This design comes from an exercise in tuning for small area on the open sky130 flow, not from production work. RTL that was checked went through simulation tests only; none was proved equivalent to the original. Power and IR drop assume default switching activity.

==> job 3470 <==
==> flow/design.v <==
module wblsm_core (
    input  wire        clk,
    input  wire        rst,
    input  wire [31:0] prog_len,
    output wire [31:0] prog_addr,
    input  wire [31:0] prog_data,
    output wire [1:0]  status,
    output wire [2:0]  cause,
    output wire [31:0] result,
    output wire [4:0]  depth
);
    reg [4:0] ph;
    reg       init;
    reg       zA;            
    reg [1:0] status_q;
    reg [2:0] cause_q;
    reg [4:0] sp;
    reg [3:0] fp;
    reg [1:0] stage;
    reg [4:0] cur;           
    reg [4:0] nx;
    reg       eqT, eqR;
    reg [3:0] bt;            
    reg       c_q, ic_q;
    reg       dirty;
    reg [31:0] D, Q, IP, R, B;
    reg        Rs;
    reg [32*14-1:0] L;       
    reg [32*8-1:0]  F;       
    reg [32*16-1:0] M;       
    reg [5:0]       A;       
    wire ph0 = (ph == 5'd0);
    wire ph1 = (ph == 5'd1);
    wire ph31 = (ph == 5'd31);
    wire halted = (status_q != 2'd0);
    wire run = ~init & ~halted;
    wire D0 = D[0];
    wire Q0 = Q[0];
    wire IP0 = IP[0];
    wire R0 = R[0];
    wire B0 = B[0];
    wire [13:0] Lo;
    wire [7:0]  Fo;
    wire [15:0] Mo;
    genvar g;
    generate
        for (g = 0; g < 14; g = g + 1) begin : lo
            assign Lo[g] = L[32*g];
        end
        for (g = 0; g < 8; g = g + 1) begin : fo
            assign Fo[g] = F[32*g];
        end
        for (g = 0; g < 16; g = g + 1) begin : mo
            assign Mo[g] = M[32*g];
        end
    endgenerate
    wire       V  = cur[4];
    wire [3:0] OP = cur[3:0];
    wire opLOAD  = V & (OP == 4'd0);
    wire opWRITE = V & (OP == 4'd1);
    wire opLC0   = V & (OP == 4'd2);
    wire opLC1   = V & (OP == 4'd3);
    wire opDUP   = V & (OP == 4'd4);
    wire opPOP   = V & (OP == 4'd5);
    wire opJMP   = V & (OP == 4'd6);
    wire opCALL  = V & (OP == 4'd7);
    wire opRET   = V & (OP == 4'd8);
    wire opPANIC = V & (OP == 4'd9);
    wire opADD   = V & (OP == 4'd10);
    wire opSUB   = V & (OP == 4'd11);
    wire opMUL   = V & (OP == 4'd12);
    wire opDIV   = V & (OP == 4'd13);
    wire opMOD   = V & (OP == 4'd14);
    wire isEND   = V & (OP == 4'd15);
    wire s0 = (stage == 2'd0);
    wire s1 = (stage == 2'd1);
    wire s2 = (stage == 2'd2);
    wire has1 = (sp != 5'd0);
    wire has2 = (sp[4:1] != 4'd0);
    wire sp1  = (sp == 5'd1);
    wire aLOAD  = opLOAD  & (~s0 | has1);
    wire aWRITE = opWRITE & (~s0 | has2);
    wire aLC    = opLC0 | opLC1;
    wire aDUP   = opDUP   & (~s0 | has1);
    wire aPOP   = opPOP   & has1;
    wire aJMP   = opJMP   & (~s0 | has1);
    wire aCALL  = opCALL  & (~s0 | has1);
    wire aRET   = opRET   & (~s0 | (fp != 4'd0));
    wire aADD   = opADD   & has2;
    wire aSUB   = opSUB   & has2;
    wire aMUL   = opMUL   & (~s0 | has2);
    wire aDIV   = opDIV   & (~s0 | has2);
    wire aMOD   = opMOD   & (~s0 | has2);
    wire aMD    = aMUL | aDIV | aMOD;
    wire isdiv  = aDIV | aMOD;
    wire [4:0] spn = s1 ? sp - 5'd1 : sp;
    wire spgtb = (spn > {1'b0, bt});
    wire iter  = s0 & aMD & ~dirty;
    wire clrp  = s0 & aMD & dirty;      
    wire wb    = s1 & aMD;
    wire ldP1  = s0 & aLOAD;
    wire ldP2  = s1 & aLOAD;
    wire dup   = aDUP;
    wire w1    = s0 & aWRITE;
    wire w2    = s1 & aWRITE;
    wire w3    = s2 & aWRITE;
    wire jE    = s0 & aJMP;
    wire cE    = s0 & aCALL;
    wire rE    = s0 & aRET;
    wire rPop  = s1 & aRET;
    wire ctlF  = (s1 & (aJMP | aCALL)) | (s2 & aRET);
    wire lc    = aLC;
    wire popx  = aPOP | jE | cE | rPop | w3;
    wire arith = aADD | aSUB;
    wire lpop  = popx | arith | w2 | wb;
    wire single = s0 & ~(aLOAD | aWRITE | aJMP | aCALL | aRET | aMD);
    wire fetch  = run & (single | ldP2 | wb | w3 | ctlF);
    wire Ale60  = (A <= 6'd60);
    wire Dzero  = zA & (A == 6'd0);
    wire fMEM = (ldP1 | w1) & ~(zA & Ale60);
    wire fSTK = lc & (sp == 5'd16);
    wire fFRM = cE & (fp == 4'd8);
    wire fDZ  = s0 & isdiv & Dzero;
    wire fault = fMEM | fSTK | fFRM | fDZ;
    wire haltnow = run & ph0 & s0 & (isEND | opPANIC | fault);
    wire dshift = ~halted & ~haltnow & ~(iter | (w1 & early));
    wire selQ = (popx & ~sp1) | arith | (wb & aDIV);
    wire selT = ldP2;
    wire rtap = R[{A[1:0], 3'b000}];
    wire selR = wb & ~aDIV;
    wire enB  = ~(init | lc | popx | ldP2 | dup | wb) | (wb & aMOD & Rs);
    wire sub  = aSUB;
    wire cin0 = aSUB | (lc & opLC1);
    wire sA = (selQ & Q0) | (selR & R0) | (selT & rtap) | (dup & dupbit & (~ph0 | dupok));
    wire sB = (D0 & enB) ^ sub;
    wire cu = ph0 ? cin0 : c_q;
    wire sum = sA ^ sB ^ cu;
    wire cnext = (sA & sB) | (sA & cu) | (sB & cu);
    wire        dv   = opDIV | opMOD;
    wire        bq   = Q[31];
    wire        abit = dv & bq;
    wire        m    = dv | bq;
    wire        dsub = dv & (ph0 | ~Rs);
    wire [32:0] Xop  = {R, abit};
    wire [32:0] Yop  = {dsub, (D | {32{dsub}}) & ~({32{dsub}} & D) & ({32{m}} | {32{dsub}})};
    wire [20:0] cc;
    wire [33:20] c0, c1;
    assign cc[0] = dsub;
    assign c0[20] = 1'b0;
    assign c1[20] = 1'b1;
    generate
        for (g = 0; g < 20; g = g + 1) begin : rca
            assign cc[g+1] = (Xop[g] & Yop[g]) | (cc[g] & (Xop[g] ^ Yop[g]));
        end
        for (g = 20; g < 33; g = g + 1) begin : csa
            assign c0[g+1] = (Xop[g] & Yop[g]) | (c0[g] & (Xop[g] ^ Yop[g]));
            assign c1[g+1] = (Xop[g] & Yop[g]) | (c1[g] & (Xop[g] ^ Yop[g]));
        end
    endgenerate
    wire [32:0] S33  = Xop ^ Yop ^ {cc[20] ? c1[32:20] : c0[32:20], cc[19:0]};
    wire        qbit = ~S33[32];
    wire        early = (ph[4:3] < A[1:0]);
    wire [3:0]  midx  = A[5:2] + {3'd0, early};
    wire [15:0] msel;
    generate
        for (g = 0; g < 16; g = g + 1) begin : ms
            assign msel[g] = (midx == g);
        end
    endgenerate
    wire membit = Mo[midx];
    wire [15:0] ent = {1'b0, Lo, Q0};
    wire [4:0]  spm1 = sp - 5'd1;
    wire dupok  = zA & (A[5:4] == 2'd0) & ({1'b0, A[3:0]} < spm1);
    wire dupbit = ent[A[3:0]];
    wire icu = ph0 | ic_q;
    wire incbit = IP0 ^ icu;
    wire ip_in = init ? 1'b0 :
                 fetch ? incbit :
                 (jE | cE) ? (eqT ? IP0 : D0) :
                 rE ? (eqR ? IP0 : Fo[0]) :
                 IP0;
    reg  ge_q;
    wire plb  = prog_len[ph];
    wire geu  = ph0 | ge_q;
    wire gen  = (IP0 & ~plb) | (~(IP0 ^ plb) & geu);
    wire isop = (prog_data[31:4] == 28'd0) & (prog_data[3:0] != 4'hF);
    wire ph03 = (ph[4:2] == 3'd0);
    wire B_in = cE ? (ph03 ? spm1[ph[1:0]] : bt[0]) : rE ? B[4] : B0;
    wire Qin = lc ? D0 : lpop ? Lo[0] : Q0;
    wire rin = (ldP1 & membit) | (ldP2 & R0);
    always @(posedge clk) begin
        if (dshift) D <= {sum, D[31:1]};
        if (iter) Q <= {Q[30:0], qbit};
        else      Q <= {Qin, Q[31:1]};
        if (iter) begin
            R  <= S33[31:0];
            Rs <= S33[32];
        end else begin
            R  <= {rin, R[31:1]};
            Rs <= (wb & aMOD) ? Rs : 1'b0;
        end
        IP <= {ip_in, IP[31:1]};
        B  <= {B_in, B[31:1]};
        if (cE | (rE & ph03)) bt <= {B0, bt[3:1]};
        c_q  <= cnext;
        ic_q <= IP0 & icu;
    end
    generate
        for (g = 0; g < 14; g = g + 1) begin : lst
            wire prev = (g == 0) ? Q0 : Lo[(g == 0) ? 0 : g - 1];
            wire next = (g == 13) ? Lo[13] : Lo[(g == 13) ? 13 : g + 1];
            wire lin = lc ? prev : lpop ? next : Lo[g];
            always @(posedge clk) L[32*g +: 32] <= {lin, L[32*g+1 +: 31]};
        end
        for (g = 0; g < 8; g = g + 1) begin : fst
            wire prev = (g == 0) ? IP0 : Fo[(g == 0) ? 0 : g - 1];
            wire next = (g == 7) ? Fo[7] : Fo[(g == 7) ? 7 : g + 1];
            wire fin = cE ? prev : rE ? next : Fo[g];
            always @(posedge clk) F[32*g +: 32] <= {fin, F[32*g+1 +: 31]};
        end
        for (g = 0; g < 16; g = g + 1) begin : mst
            wire we  = init | (w2 & msel[g]);
            wire min = we ? (D0 & ~init) : Mo[g];
            always @(posedge clk) M[32*g +: 32] <= {min, M[32*g+1 +: 31]};
        end
    endgenerate
    always @(posedge clk) begin
        if (rst) begin
            ph       <= 5'd0;
            init     <= 1'b1;
            status_q <= 2'd0;
            cause_q  <= 3'd0;
            sp       <= 5'd0;
            fp       <= 4'd0;
            stage    <= 2'd0;
            cur      <= 5'd0;
        end else begin
            ph <= ph + 5'd1;
            if (haltnow) begin
                if (isEND) status_q <= 2'd1;
                else if (opPANIC) status_q <= 2'd2;
                else begin
                    status_q <= 2'd3;
                    cause_q  <= fDZ ? 3'd1 : fMEM ? 3'd2 : fSTK ? 3'd3 : 3'd4;
                end
            end
            if (init & ph31) init <= 1'b0;
            if (ph31) dirty <= run & ldP2;
            if (run & ph31) begin
                if (lc) sp <= sp + 5'd1;
                else if (lpop) sp <= sp - 5'd1;
                if (cE) fp <= fp + 4'd1;
                else if (rE) fp <= fp - 4'd1;
                if (fetch) begin
                    stage <= 2'd0;
                    cur   <= gen ? 5'b11111 : nx;
                end else if (clrp) begin
                    stage <= 2'd0;
                end else if (aRET) begin
                    stage <= spgtb ? 2'd1 : 2'd2;
                end else begin
                    stage <= stage + 2'd1;
                end
            end
        end
    end
    always @(posedge clk) begin
        if (fetch) begin
            if (ph1) nx <= {isop, prog_data[3:0]};
            if (ph31) A <= (nx == 5'b10001) ? Q[6:1] : D[6:1];
            else if (ph0 & dup & ~dupok) A[3:0] <= 4'hF;
            zA <= (ph0 | zA) & ((ph < 5'd6) | ~((nx == 5'b10001) ? Qin : sum));
            ge_q <= gen;
            eqT <= (ph0 | eqT) & (sum == IP0);
            eqR <= (ph0 | eqR) & (Fo[0] == IP0);
        end
    end
    assign prog_addr = IP;
    assign status    = status_q;
    assign cause     = cause_q;
    assign result    = D;
    assign depth     = sp;
endmodule
==> flow/flow/run.sh <==
#!/bin/bash
# The standard layout (the standard.sh, unchanged synthesis), with
# sky130_fd_sc_hd__buf_1 as the port buffers and no dummy clock loads.
set -euo pipefail
export BUFFER_PORTS_ARGS="-buffer_cell sky130_fd_sc_hd__buf_1"
export CTS_ARGS="-sink_clustering_enable -repair_clock_nets -sink_clustering_size 20 -sink_clustering_max_diameter 50 -buf_list {sky130_fd_sc_hd__clkbuf_4 sky130_fd_sc_hd__clkbuf_8} -dont_use_dummy_load"
bash standard.sh > standard.log 2>&1
==> flow/standard.sh <==
#!/bin/bash
# synth_recipe.tcl (not shown) runs the flow's synth.tcl, then flattens the netlist and writes it again
# the make line also repeats each setting of config.mk as NAME=value (left out here)
make -C /OpenROAD-flow-scripts/flow DESIGN_CONFIG=/design/flow/config.mk WORK_HOME=/design/flow/orfs CLKGATE_MAP_FILE= SYNTH_SCRIPT=/design/flow/synth_recipe.tcl "${@:-finish}"
==> flow/config.mk <==
export PLATFORM = sky130hd
export DESIGN_NAME = wblsm_core
export DESIGN_NICKNAME = wblsm_core
export VERILOG_FILES = /design/flow/design.v
export SDC_FILE = /design/flow/constraint.sdc
export NUM_CORES = 8
export LEC_CHECK = 0
export CAP_MARGIN = 20
export CORE_MARGIN = 2
export CORE_UTILIZATION = 65
export CTS_BUF_LIST = sky130_fd_sc_hd__clkbuf_8
export CTS_CLUSTER_DIAMETER = 50
export CTS_CLUSTER_SIZE = 20
export PLACE_DENSITY = 0.75
export SLEW_MARGIN = 20
==> flow/constraint.sdc <==
create_clock -name core_clock -period 12.0 [get_ports {clk}]
set_input_delay 2.4000 -clock core_clock [delete_from_list [all_inputs] [get_ports {clk}]]
set_output_delay 2.4000 -clock core_clock [all_outputs]
set_load 0.01 [all_outputs]
==> job 6500 (differences from job 3470) <==
--- a/flow/design.v
+++ b/flow/design.v
@@ -12,4 +12,3 @@
     reg [4:0] ph;
-    reg       init;
-    reg       zA;            
+    reg       init, halted;
     reg [1:0] status_q;
@@ -34,3 +33,2 @@
     wire ph31 = (ph == 5'd31);
-    wire halted = (status_q != 2'd0);
     wire run = ~init & ~halted;
@@ -102,3 +100,4 @@
     wire ldP2  = s1 & aLOAD;
-    wire dup   = aDUP;
+    wire dpP1  = s0 & aDUP;
+    wire dpP2  = s1 & aDUP;
     wire w1    = s0 & aWRITE;
@@ -115,7 +114,10 @@
     wire lpop  = popx | arith | w2 | wb;
-    wire single = s0 & ~(aLOAD | aWRITE | aJMP | aCALL | aRET | aMD);
-    wire fetch  = run & (single | ldP2 | wb | w3 | ctlF);
-    wire Ale60  = (A <= 6'd60);
-    wire Dzero  = zA & (A == 6'd0);
-    wire fMEM = (ldP1 | w1) & ~(zA & Ale60);
+    wire single = s0 & ~(aLOAD | aWRITE | aDUP | aJMP | aCALL | aRET | aMD);
+    wire fetch  = run & (single | ldP2 | dpP2 | wb | w3 | ctlF);
+    wire Dhi0   = (D[31:6] == 26'd0);
+    wire Qhi0   = (Q[31:6] == 26'd0);
+    wire Dle60  = Dhi0 & (D[5:0] <= 6'd60);
+    wire Qle60  = Qhi0 & (Q[5:0] <= 6'd60);
+    wire Dzero  = Dhi0 & (D[5:0] == 6'd0);
+    wire fMEM = (ldP1 & ~Dle60) | (w1 & ~Qle60);
     wire fSTK = lc & (sp == 5'd16);
@@ -125,3 +127,3 @@
     wire haltnow = run & ph0 & s0 & (isEND | opPANIC | fault);
-    wire dshift = ~halted & ~haltnow & ~(iter | (w1 & early));
+    wire dshift = ~halted & ~haltnow & ~(dpP1 | iter | (w1 & early));
     wire selQ = (popx & ~sp1) | arith | (wb & aDIV);
@@ -129,7 +131,7 @@
     wire rtap = R[{A[1:0], 3'b000}];
-    wire selR = wb & ~aDIV;
-    wire enB  = ~(init | lc | popx | ldP2 | dup | wb) | (wb & aMOD & Rs);
+    wire selR = dpP2 | (wb & ~aDIV);
+    wire enB  = ~(init | lc | popx | ldP2 | dpP2 | wb) | (wb & aMOD & Rs);
     wire sub  = aSUB;
     wire cin0 = aSUB | (lc & opLC1);
-    wire sA = (selQ & Q0) | (selR & R0) | (selT & rtap) | (dup & dupbit & (~ph0 | dupok));
+    wire sA = (selQ & Q0) | (selR & R0) | (selT & rtap);
     wire sB = (D0 & enB) ^ sub;
@@ -144,3 +146,3 @@
     wire [32:0] Xop  = {R, abit};
-    wire [32:0] Yop  = {dsub, (D | {32{dsub}}) & ~({32{dsub}} & D) & ({32{m}} | {32{dsub}})};
+    wire [32:0] Yop  = {dsub, (D & {32{m}}) ^ {32{dsub}}};
     wire [20:0] cc;
@@ -172,4 +174,4 @@
     wire [4:0]  spm1 = sp - 5'd1;
-    wire dupok  = zA & (A[5:4] == 2'd0) & ({1'b0, A[3:0]} < spm1);
-    wire dupbit = ent[A[3:0]];
+    wire dupok  = (D[31:4] == 28'd0) & ({1'b0, D[3:0]} < spm1);
+    wire dupbit = dupok & ent[D[3:0]];
     wire icu = ph0 | ic_q;
@@ -186,6 +188,7 @@
     wire isop = (prog_data[31:4] == 28'd0) & (prog_data[3:0] != 4'hF);
-    wire ph03 = (ph[4:2] == 3'd0);
-    wire B_in = cE ? (ph03 ? spm1[ph[1:0]] : bt[0]) : rE ? B[4] : B0;
+    wire [3:0] fpm1 = fp - 4'd1;
+    wire bwrite = cE & (ph[4:2] == fp[2:0]);
+    wire B_in = bwrite ? spm1[ph[1:0]] : B0;
     wire Qin = lc ? D0 : lpop ? Lo[0] : Q0;
-    wire rin = (ldP1 & membit) | (ldP2 & R0);
+    wire rin = (dpP1 & dupbit) | (ldP1 & membit) | (ldP2 & R0);
     always @(posedge clk) begin
@@ -203,3 +206,2 @@
         B  <= {B_in, B[31:1]};
-        if (cE | (rE & ph03)) bt <= {B0, bt[3:1]};
         c_q  <= cnext;
@@ -230,2 +232,3 @@
             init     <= 1'b1;
+            halted   <= 1'b0;
             status_q <= 2'd0;
@@ -239,2 +242,3 @@
             if (haltnow) begin
+                halted <= 1'b1;
                 if (isEND) status_q <= 2'd1;
@@ -270,4 +274,2 @@
             if (ph31) A <= (nx == 5'b10001) ? Q[6:1] : D[6:1];
-            else if (ph0 & dup & ~dupok) A[3:0] <= 4'hF;
-            zA <= (ph0 | zA) & ((ph < 5'd6) | ~((nx == 5'b10001) ? Qin : sum));
             ge_q <= gen;
@@ -275,2 +277,3 @@
             eqR <= (ph0 | eqR) & (Fo[0] == IP0);
+            if (ph[4:2] == fpm1[2:0]) bt <= {B0, bt[3:1]};
         end
==> flow/run.sh (new file) <==
#!/bin/bash
# synth_recipe.tcl (not shown) runs the flow's synth.tcl, then flattens the netlist and writes it again
# the make line also repeats each setting of config.mk as NAME=value (left out here)
make -C /OpenROAD-flow-scripts/flow DESIGN_CONFIG=/design/flow/config.mk WORK_HOME=/design/flow/orfs CLKGATE_MAP_FILE= SYNTH_SCRIPT=/design/flow/synth_recipe.tcl finish
- CORE_UTILIZATION: 65 -> 50
- PLACE_DENSITY: 0.75 -> 0.6
removed: flow/flow/run.sh
removed: flow/standard.sh
==> job 9057 (differences from job 3470) <==
--- a/flow/design.v
+++ b/flow/design.v
@@ -12,4 +12,3 @@
     reg [4:0] ph;
-    reg       init;
-    reg       zA;            
+    reg       init, halted;
     reg [1:0] status_q;
@@ -24,3 +23,2 @@
     reg       c_q, ic_q;
-    reg       dirty;
     reg [31:0] D, Q, IP, R, B;
@@ -29,4 +27,3 @@
     reg [32*8-1:0]  F;       
-    reg [32*16-1:0] M;       
-    reg [5:0]       A;       
+    reg [8*64-1:0]  M;       
     wire ph0 = (ph == 5'd0);
@@ -34,3 +31,2 @@
     wire ph31 = (ph == 5'd31);
-    wire halted = (status_q != 2'd0);
     wire run = ~init & ~halted;
@@ -43,3 +39,3 @@
     wire [7:0]  Fo;
-    wire [15:0] Mo;
+    wire [63:0] Mo;
     genvar g;
@@ -52,4 +48,4 @@
         end
-        for (g = 0; g < 16; g = g + 1) begin : mo
-            assign Mo[g] = M[32*g];
+        for (g = 0; g < 64; g = g + 1) begin : mo
+            assign Mo[g] = M[8*g];
         end
@@ -97,4 +93,3 @@
     wire spgtb = (spn > {1'b0, bt});
-    wire iter  = s0 & aMD & ~dirty;
-    wire clrp  = s0 & aMD & dirty;      
+    wire iter  = s0 & aMD;
     wire wb    = s1 & aMD;
@@ -102,3 +97,4 @@
     wire ldP2  = s1 & aLOAD;
-    wire dup   = aDUP;
+    wire dpP1  = s0 & aDUP;
+    wire dpP2  = s1 & aDUP;
     wire w1    = s0 & aWRITE;
@@ -115,21 +111,22 @@
     wire lpop  = popx | arith | w2 | wb;
-    wire single = s0 & ~(aLOAD | aWRITE | aJMP | aCALL | aRET | aMD);
-    wire fetch  = run & (single | ldP2 | wb | w3 | ctlF);
-    wire Ale60  = (A <= 6'd60);
-    wire Dzero  = zA & (A == 6'd0);
-    wire fMEM = (ldP1 | w1) & ~(zA & Ale60);
+    wire single = s0 & ~(aLOAD | aWRITE | aDUP | aJMP | aCALL | aRET | aMD);
+    wire fetch  = run & (single | ldP2 | dpP2 | wb | w3 | ctlF);
+    wire Dhi0   = (D[31:6] == 26'd0);
+    wire Qhi0   = (Q[31:6] == 26'd0);
+    wire Dle60  = Dhi0 & (D[5:0] <= 6'd60);
+    wire Qle60  = Qhi0 & (Q[5:0] <= 6'd60);
+    wire Dzero  = Dhi0 & (D[5:0] == 6'd0);
+    wire fMEM = (ldP1 & ~Dle60) | (w1 & ~Qle60);
     wire fSTK = lc & (sp == 5'd16);
     wire fFRM = cE & (fp == 4'd8);
-    wire fDZ  = s0 & isdiv & Dzero;
+    wire fDZ  = iter & isdiv & Dzero;
     wire fault = fMEM | fSTK | fFRM | fDZ;
     wire haltnow = run & ph0 & s0 & (isEND | opPANIC | fault);
-    wire dshift = ~halted & ~haltnow & ~(iter | (w1 & early));
-    wire selQ = (popx & ~sp1) | arith | (wb & aDIV);
-    wire selT = ldP2;
-    wire rtap = R[{A[1:0], 3'b000}];
-    wire selR = wb & ~aDIV;
-    wire enB  = ~(init | lc | popx | ldP2 | dup | wb) | (wb & aMOD & Rs);
+    wire dshift = ~halted & ~haltnow & ~(ldP1 | dpP1 | w2 | iter);
+    wire selQ = (popx & ~sp1) | arith | w1 | (wb & aDIV);
+    wire selR = ldP2 | dpP2 | (wb & ~aDIV);
+    wire enB  = ~(init | lc | popx | w1 | ldP2 | dpP2 | wb) | (wb & aMOD & Rs);
     wire sub  = aSUB;
     wire cin0 = aSUB | (lc & opLC1);
-    wire sA = (selQ & Q0) | (selR & R0) | (selT & rtap) | (dup & dupbit & (~ph0 | dupok));
+    wire sA = (selQ & Q0) | (selR & R0);
     wire sB = (D0 & enB) ^ sub;
@@ -138,38 +135,29 @@
     wire cnext = (sA & sB) | (sA & cu) | (sB & cu);
-    wire        dv   = opDIV | opMOD;
     wire        bq   = Q[31];
-    wire        abit = dv & bq;
-    wire        m    = dv | bq;
-    wire        dsub = dv & (ph0 | ~Rs);
+    wire        abit = isdiv & bq;
+    wire        m    = isdiv | bq;
+    wire        dsub = isdiv & (ph0 | ~Rs);
     wire [32:0] Xop  = {R, abit};
-    wire [32:0] Yop  = {dsub, (D | {32{dsub}}) & ~({32{dsub}} & D) & ({32{m}} | {32{dsub}})};
-    wire [20:0] cc;
-    wire [33:20] c0, c1;
+    wire [32:0] Yop  = {dsub, (D & {32{m}}) ^ {32{dsub}}};
+    wire [33:0] cc;
     assign cc[0] = dsub;
-    assign c0[20] = 1'b0;
-    assign c1[20] = 1'b1;
-    generate
-        for (g = 0; g < 20; g = g + 1) begin : rca
+    generate
+        for (g = 0; g < 33; g = g + 1) begin : rca
             assign cc[g+1] = (Xop[g] & Yop[g]) | (cc[g] & (Xop[g] ^ Yop[g]));
         end
-        for (g = 20; g < 33; g = g + 1) begin : csa
-            assign c0[g+1] = (Xop[g] & Yop[g]) | (c0[g] & (Xop[g] ^ Yop[g]));
-            assign c1[g+1] = (Xop[g] & Yop[g]) | (c1[g] & (Xop[g] ^ Yop[g]));
-        end
-    endgenerate
-    wire [32:0] S33  = Xop ^ Yop ^ {cc[20] ? c1[32:20] : c0[32:20], cc[19:0]};
+    endgenerate
+    wire [32:0] S33  = Xop ^ Yop ^ cc[32:0];
     wire        qbit = ~S33[32];
-    wire        early = (ph[4:3] < A[1:0]);
-    wire [3:0]  midx  = A[5:2] + {3'd0, early};
-    wire [15:0] msel;
-    generate
-        for (g = 0; g < 16; g = g + 1) begin : ms
-            assign msel[g] = (midx == g);
-        end
-    endgenerate
-    wire membit = Mo[midx];
+    wire [5:0]  maddr = D[5:0] + {4'd0, ph[4:3]};
+    wire [63:0] msel;
+    generate
+        for (g = 0; g < 64; g = g + 1) begin : ms
+            assign msel[g] = (maddr == g);
+        end
+    endgenerate
+    wire membit = |(msel & Mo);
     wire [15:0] ent = {1'b0, Lo, Q0};
     wire [4:0]  spm1 = sp - 5'd1;
-    wire dupok  = zA & (A[5:4] == 2'd0) & ({1'b0, A[3:0]} < spm1);
-    wire dupbit = ent[A[3:0]];
+    wire dupok  = (D[31:4] == 28'd0) & ({1'b0, D[3:0]} < spm1);
+    wire dupbit = dupok & ent[D[3:0]];
     wire icu = ph0 | ic_q;
@@ -186,6 +174,7 @@
     wire isop = (prog_data[31:4] == 28'd0) & (prog_data[3:0] != 4'hF);
-    wire ph03 = (ph[4:2] == 3'd0);
-    wire B_in = cE ? (ph03 ? spm1[ph[1:0]] : bt[0]) : rE ? B[4] : B0;
-    wire Qin = lc ? D0 : lpop ? Lo[0] : Q0;
-    wire rin = (ldP1 & membit) | (ldP2 & R0);
+    wire [3:0] fpm1 = fp - 4'd1;
+    wire bwrite = cE & (ph[4:2] == fp[2:0]);
+    wire B_in = bwrite ? spm1[ph[1:0]] : B0;
+    wire Qin = (lc | w1) ? D0 : lpop ? Lo[0] : Q0;
+    wire rin = (ldP1 & membit) | (dpP1 & dupbit);
     always @(posedge clk) begin
@@ -203,3 +192,2 @@
         B  <= {B_in, B[31:1]};
-        if (cE | (rE & ph03)) bt <= {B0, bt[3:1]};
         c_q  <= cnext;
@@ -220,6 +208,6 @@
         end
-        for (g = 0; g < 16; g = g + 1) begin : mst
+        for (g = 0; g < 64; g = g + 1) begin : mst
             wire we  = init | (w2 & msel[g]);
-            wire min = we ? (D0 & ~init) : Mo[g];
-            always @(posedge clk) M[32*g +: 32] <= {min, M[32*g+1 +: 31]};
+            wire min = we ? (Q0 & ~init) : Mo[g];
+            always @(posedge clk) M[8*g +: 8] <= {min, M[8*g+1 +: 7]};
         end
@@ -230,2 +218,3 @@
             init     <= 1'b1;
+            halted   <= 1'b0;
             status_q <= 2'd0;
@@ -239,2 +228,3 @@
             if (haltnow) begin
+                halted <= 1'b1;
                 if (isEND) status_q <= 2'd1;
@@ -247,3 +237,2 @@
             if (init & ph31) init <= 1'b0;
-            if (ph31) dirty <= run & ldP2;
             if (run & ph31) begin
@@ -256,4 +245,2 @@
                     cur   <= gen ? 5'b11111 : nx;
-                end else if (clrp) begin
-                    stage <= 2'd0;
                 end else if (aRET) begin
@@ -269,5 +256,2 @@
             if (ph1) nx <= {isop, prog_data[3:0]};
-            if (ph31) A <= (nx == 5'b10001) ? Q[6:1] : D[6:1];
-            else if (ph0 & dup & ~dupok) A[3:0] <= 4'hF;
-            zA <= (ph0 | zA) & ((ph < 5'd6) | ~((nx == 5'b10001) ? Qin : sum));
             ge_q <= gen;
@@ -275,2 +259,3 @@
             eqR <= (ph0 | eqR) & (Fo[0] == IP0);
+            if (ph[4:2] == fpm1[2:0]) bt <= {B0, bt[3:1]};
         end
==> flow/run.sh (new file) <==
#!/bin/bash
# synth_recipe.tcl (not shown) runs the flow's synth.tcl, then flattens the netlist and writes it again
# the make line also repeats each setting of config.mk as NAME=value (left out here)
make -C /OpenROAD-flow-scripts/flow DESIGN_CONFIG=/design/flow/config.mk WORK_HOME=/design/flow/orfs CLKGATE_MAP_FILE= SYNTH_SCRIPT=/design/flow/synth_recipe.tcl finish
- CORE_UTILIZATION: 65 -> 50
- CTS_BUF_LIST: sky130_fd_sc_hd__clkbuf_8 -> sky130_fd_sc_hd__clkbuf_4
- CTS_CLUSTER_DIAMETER: 50 -> 30
- CTS_CLUSTER_SIZE: 20 -> 10
- PLACE_DENSITY: 0.75 -> 0.6
removed: flow/flow/run.sh
removed: flow/standard.sh
==> summary of the runs <==
Job 9057 finished but fails on negative setup slack. Job 3470 produced a clean layout. Job 6500 passed the timing, design-rule and antenna checks. Die area: job 3470 < job 6500 < job 9057. Cell count: job 3470 < job 6500 < job 9057. Of job 6500 and job 9057, job 9057 has the higher design area (gap 4.1%, measured against job 9057). Wire length: job 9057 > job 6500 > job 3470. Against job 9057, the register-to-register slack of job 3470 is better by 2100 ps. Global-route usage: job 6500 < job 9057 < job 3470. Sequential cell count is the same in job 3470 and job 6500.
==> figures <==
| metric | job 9057 | job 3470 | job 6500 |
|---|---|---|---|
| Outcome | finished with violations | timing/DRC/antenna clean | timing/DRC/antenna clean |
| Layout check failures | negative setup slack | - | - |
| Simple-gate share of the synthesized area | 7.13% | 5.55% | 5.81% |
| Combined flip-flop and latch cell area | 28,900 um^2 | 29,100 um^2 | 29,100 um^2 |
| Signal buf overhead | 4.35% | 1.90% | 3.82% |
| Placement Cell Area | 38,600 um^2 | 36,100 um^2 | 37,200 um^2 |
| Area share of the largest cell type after synthesis | 76.5% | 79.0% | 79.0% |
| H-tree depth | 4 | 3 | 3 |
| Sequential cell power | 4.73 mW | 4.76 mW | 4.76 mW |
| Final area over synthesized area | 1.144x | 1.073x | 1.133x |
| Number of different library cells in the post-synthesis netlist | 82 | 76 | 69 |
| Tapcells | 950 | 688 | 931 |
| Sinks on the clock net | 1,419 | 1,426 | 1,426 |
| Global-route track usage on met2 | 24.2% | 28.2% | 21.6% |
| Via density per instance | 4.67 | 4.89 | 4.57 |
| Number of logic inverters in the finished layout | 49 | 46 | 50 |
For job 9057, only the layout was checked, not whether the RTL still works.

static timing again, ports no longer ideal:
No port has a modelled driver above. Below, the same layouts with a new extraction and two added sets of constraints.
Step 1: set_driving_cell puts a clkbuf_16 on clk and a buf_2 on each other input, an assumption about the parent block.
Step 2, shift: input delay + t, output delay - t, t = (earliest + latest rising clock arrival at the registers) / 2. This alone moves slack from input paths to output paths.
a / b / c = no drivers / after step 1 / after step 2; a / b = the first two.
run	t, ns	setup WS [ns]	worst setup path after step 2	worst slew at a driven data input, ns
job 3470	0.726	0.548 / 0.548 / 0.548	register to register	0.05
job 6500	0.768	0.550 / 0.550 / 0.550	register to register	0.05
job 9057	1.058	-1.584 / -1.584 / -1.584	register to register	0.06
